From an optimization exercise on the open Yosys and OpenROAD flow, aimed at small area, a short achievable clock period and few clock cycles; shortcuts taken in it are not production practice.
In this exercise RTL edits were held to simulation tests only and were not proved equivalent to the original.
Power figures rest on the tool's default switching activity, not on a simulated workload.

// spsl_core
module spsl_core (
    input  wire        clk,
    input  wire        rst,           
    input  wire        req_we,        
    input  wire [31:0] req_wdata,
    output wire [31:0] rsp,
    output wire        busy,
    output reg         done,
    output reg         ovr,
    output wire        mem_en,
    output wire        mem_we,
    output reg  [15:0] mem_addr,
    output reg  [7:0]  mem_wdata,
    input  wire        mem_ready,
    input  wire [7:0]  mem_rdata,
    output wire        tmr_arm,
    input  wire        tmr_exp,
    output wire        adc_on,
    output wire        conv_start,
    input  wire        conv_done,
    input  wire [15:0] conv_data,
    output reg  [2:0]  adc_sel,
    output wire [3:0]  amp_en,
    output wire        fe_pwr
);
Size in the first run: ~1800 cells after synthesis, roughly 220 flip-flops, roughly 130 I/O pins.
clock: 10.0 ns
lec_check: 0
cap_margin: 20
core_margin: 2
core_utilization: 40
setup_slack_margin: 5
slew_margin: 20
run.sh (not shown) runs the stock make flow with config.mk's settings and CLKGATE_MAP_FILE= SYNTH_SCRIPT=/design/flow/synth_recipe.tcl, a recipe that flattens the netlist after the stock synthesis.
Testbench counts at the start, summed over its fixed seeds: cycles 26,948.
==> next run, changes <==
--- a/flow/design.v
+++ b/flow/design.v
@@ -22,24 +22,24 @@
     output reg  [2:0]  adc_sel,
     output wire [3:0]  amp_en,
     output wire        fe_pwr
 );
     localparam [1:0] RC_OK = 2'd0, RC_ILLEGAL = 2'd1,
                      RC_BAD_OPERAND = 2'd2, RC_BAD_RANGE = 2'd3;
-    localparam [3:0] S_IDLE  = 4'b0000,
-                     S_RESP  = 4'b0001,     
-                     S_CRCH  = 4'b0010,     
-                     S_CRCL  = 4'b0011,     
-                     S_CRCS  = 4'b0100,     
-                     S_CRCR  = 4'b0101,     
-                     S_FETCH = 4'b0110,
-                     S_LABEL = 4'b0111,
-                     S_WARM  = 4'b1000,     
-                     S_TRIG  = 4'b1001,     
-                     S_SAMP  = 4'b1011,     
-                     S_DIV   = 4'b1100;
+    localparam [3:0] S_IDLE  = 4'd0,
+                     S_RESP  = 4'd1,     
+                     S_CRCS  = 4'd2,     
+                     S_CRCR  = 4'd3,     
+                     S_CRCH  = 4'd4,     
+                     S_CRCL  = 4'd5,     
+                     S_FETCH = 4'd6,
+                     S_LABEL = 4'd7,
+                     S_WARM  = 4'd8,     
+                     S_TRIG  = 4'd9,     
+                     S_SAMP  = 4'd10,    
+                     S_DIV   = 4'd11;
     reg  [3:0]  state;
     reg  [1:0]  rcode;       
     reg  [1:0]  rsp_code;
     reg  [15:0] rsp_val;
     reg  [31:0] acc;         
     reg  [15:0] cnt;         
@@ -48,21 +48,22 @@
     reg  [4:0]  fetch_n;     
     reg  [7:0]  slot_d0 [0:5];
     reg  [7:0]  slot_d1 [0:5];
     reg  [5:0]  slot_f;      
     reg  [5:0]  slot_l2;     
     integer i;
-    wire st_crcw = (state[3:1] == 3'b001);
-    wire st_mem  = !state[3] && (state[2] || state[1]);
-    wire st_acq  = (state[3:2] == 2'b10);
+    wire st_crcw = (state == S_CRCH) || (state == S_CRCL);
+    wire st_mem  = (state == S_CRCS) || (state == S_CRCR) || st_crcw ||
+                   (state == S_FETCH) || (state == S_LABEL);
+    wire st_acq  = (state == S_WARM) || (state == S_TRIG) || (state == S_SAMP);
     assign rsp      = {6'd0, rsp_code, 8'h00, rsp_val};
     assign busy     = (state != S_IDLE);
     assign mem_en   = st_mem;
-    assign mem_we   = !state[3] && state[1];
+    assign mem_we   = st_crcw || (state == S_FETCH) || (state == S_LABEL);
     assign tmr_arm  = (state == S_WARM);
-    assign adc_on   = st_acq && state[0];
+    assign adc_on   = (state == S_TRIG) || (state == S_SAMP);
     assign fe_pwr   = st_acq && disp;
     assign amp_en   = adc_on ? (4'd1 << (adc_sel[1:0] - 2'd1)) : 4'd0;
     wire        last     = (cnt == {14'd0, state == S_CRCS, 1'b1});
     wire [15:0] cnt_dec  = cnt - 16'd1;
     wire [15:0] addr_inc = mem_addr + 16'd1;
     wire [7:0]  w_opc = req_wdata[31:24];
@@ -168,21 +169,18 @@
             default: lstr = "CANNOT COMPUTE!!";
         endcase
     end
     wire [3:0] lidx       = cnt[3:0] - 4'd2;
     wire [7:0] label_byte = lstr[8*lidx +: 8];
     wire [7:0] label_b0   = a_zero ? "S" : (w_a <= 8'd4) ? "L" : "C";
-    wire        st_div    = (state == S_DIV);
-    wire [31:0] add_b     = st_div ? {1'b1, ~mem_addr, 15'h7FFF}
-                                   : {16'd0, conv_data};
-    wire [31:0] sum       = acc + add_b + {31'd0, st_div};
+    wire [31:0] sum       = acc + {16'd0, conv_data};
     wire        samp_done = (state == S_SAMP) && conv_done;
-    reg more;
-    assign conv_start = (state == S_TRIG) || (more && conv_done);
-    wire        dv_ge  = !sum[31];
-    wire [31:0] dv_nxt = dv_ge ? {sum[30:15], acc[14:0], 1'b1}
+    assign conv_start = (state == S_TRIG) || (samp_done && !last);
+    wire [16:0] dv_sub = acc[31:15] - {1'b0, mem_addr};
+    wire        dv_ge  = !dv_sub[16];
+    wire [31:0] dv_nxt = dv_ge ? {dv_sub[15:0], acc[14:0], 1'b1}
                                : {acc[30:0], 1'b0};
     wire       resp    = (state == S_RESP);
     wire       wr_disp = samp_done && last && disp;
     wire       wr_resp = resp && fbyte[0];
     wire [2:0] s_idx   = resp ? cnt[2:0] : adc_sel;
     wire [7:0] s_wd0   = resp ? mem_addr[15:8] : sum[18:11];
@@ -201,13 +199,12 @@
             rsp_val  <= 16'd0;
             done     <= 1'b0;
             ovr      <= 1'b0;
             adc_sel  <= 3'd0;
             slot_f   <= 6'd0;
             fetch_n  <= 5'd0;
-            more     <= 1'b0;
         end else begin
             if (req_we && busy)
                 ovr <= 1'b1;
             if (accept) begin
                 done     <= 1'b0;
                 state    <= state_acc;
@@ -300,21 +297,18 @@
                 end
             end
             S_WARM: begin
                 if (tmr_exp)
                     state <= S_TRIG;
             end
-            S_TRIG: begin
+            S_TRIG:
                 state <= S_SAMP;
-                more  <= !last;
-            end
             S_SAMP: begin
                 if (conv_done) begin
-                    acc  <= sum;
-                    cnt  <= cnt_dec;
-                    more <= !last && (cnt != 16'd2);
+                    acc <= sum;
+                    cnt <= cnt_dec;
                     if (last) begin
                         cnt <= 16'd16;
                         if (disp) begin
                             rsp_code <= RC_OK;
                             rsp_val  <= 16'd1;
                             done     <= 1'b1;
Result:
- total power rises by 29%
- clock power rises by about 1%
- combinational power rises by 110%
- non-clock buffer count rises by 7
- core utilization falls by 0.19 points
- die area rises by 3.4%
- synthesized area rises by 3.5%
- global-route usage rises by 0.12 points
- clock skew falls by 0.0083 ns
- cell count rises by 2.1%
- cell area rises by 2.6%
Testbench counts after the change, summed over its fixed seeds: cycles 26,948.

separate check: timing with driven ports:
No port has a modelled driver above. Below, the same layouts with a new extraction and two added sets of constraints. Step 1: set_driving_cell puts a clkbuf_16 on clk and a buf_2 on each other input, an assumption about the parent block. Step 2 moves the port delays by t, midway between the first and last clock arrival at a register: inputs arrive t later, outputs are due t later. That takes back most of the time a late clock gives input paths. Slacks: no drivers / after step 1 / after step 2; pairs: no drivers / after step 1.
| run | shift t [ns] | slack for setup (ns) | worst hold slack (ns) | worst setup path after step 2 | worst register clock-pin slew, ns |
|---|---|---|---|---|---|
| the first run | 0.607 | 5.062 / 5.083 / 4.482 | 0.509 / 0.509 / 0.509 | input to register | 0.07 / 0.07 |
| the second run | 0.621 | 5.090 / 5.118 / 4.497 | 0.464 / 0.464 / 0.464 | input to register | 0.07 / 0.07 |
After both steps every run listed still meets setup and hold. The setup slack of the second run, which loses most, moves by +0.028 ns with the drivers and by -0.593 ns with both steps.
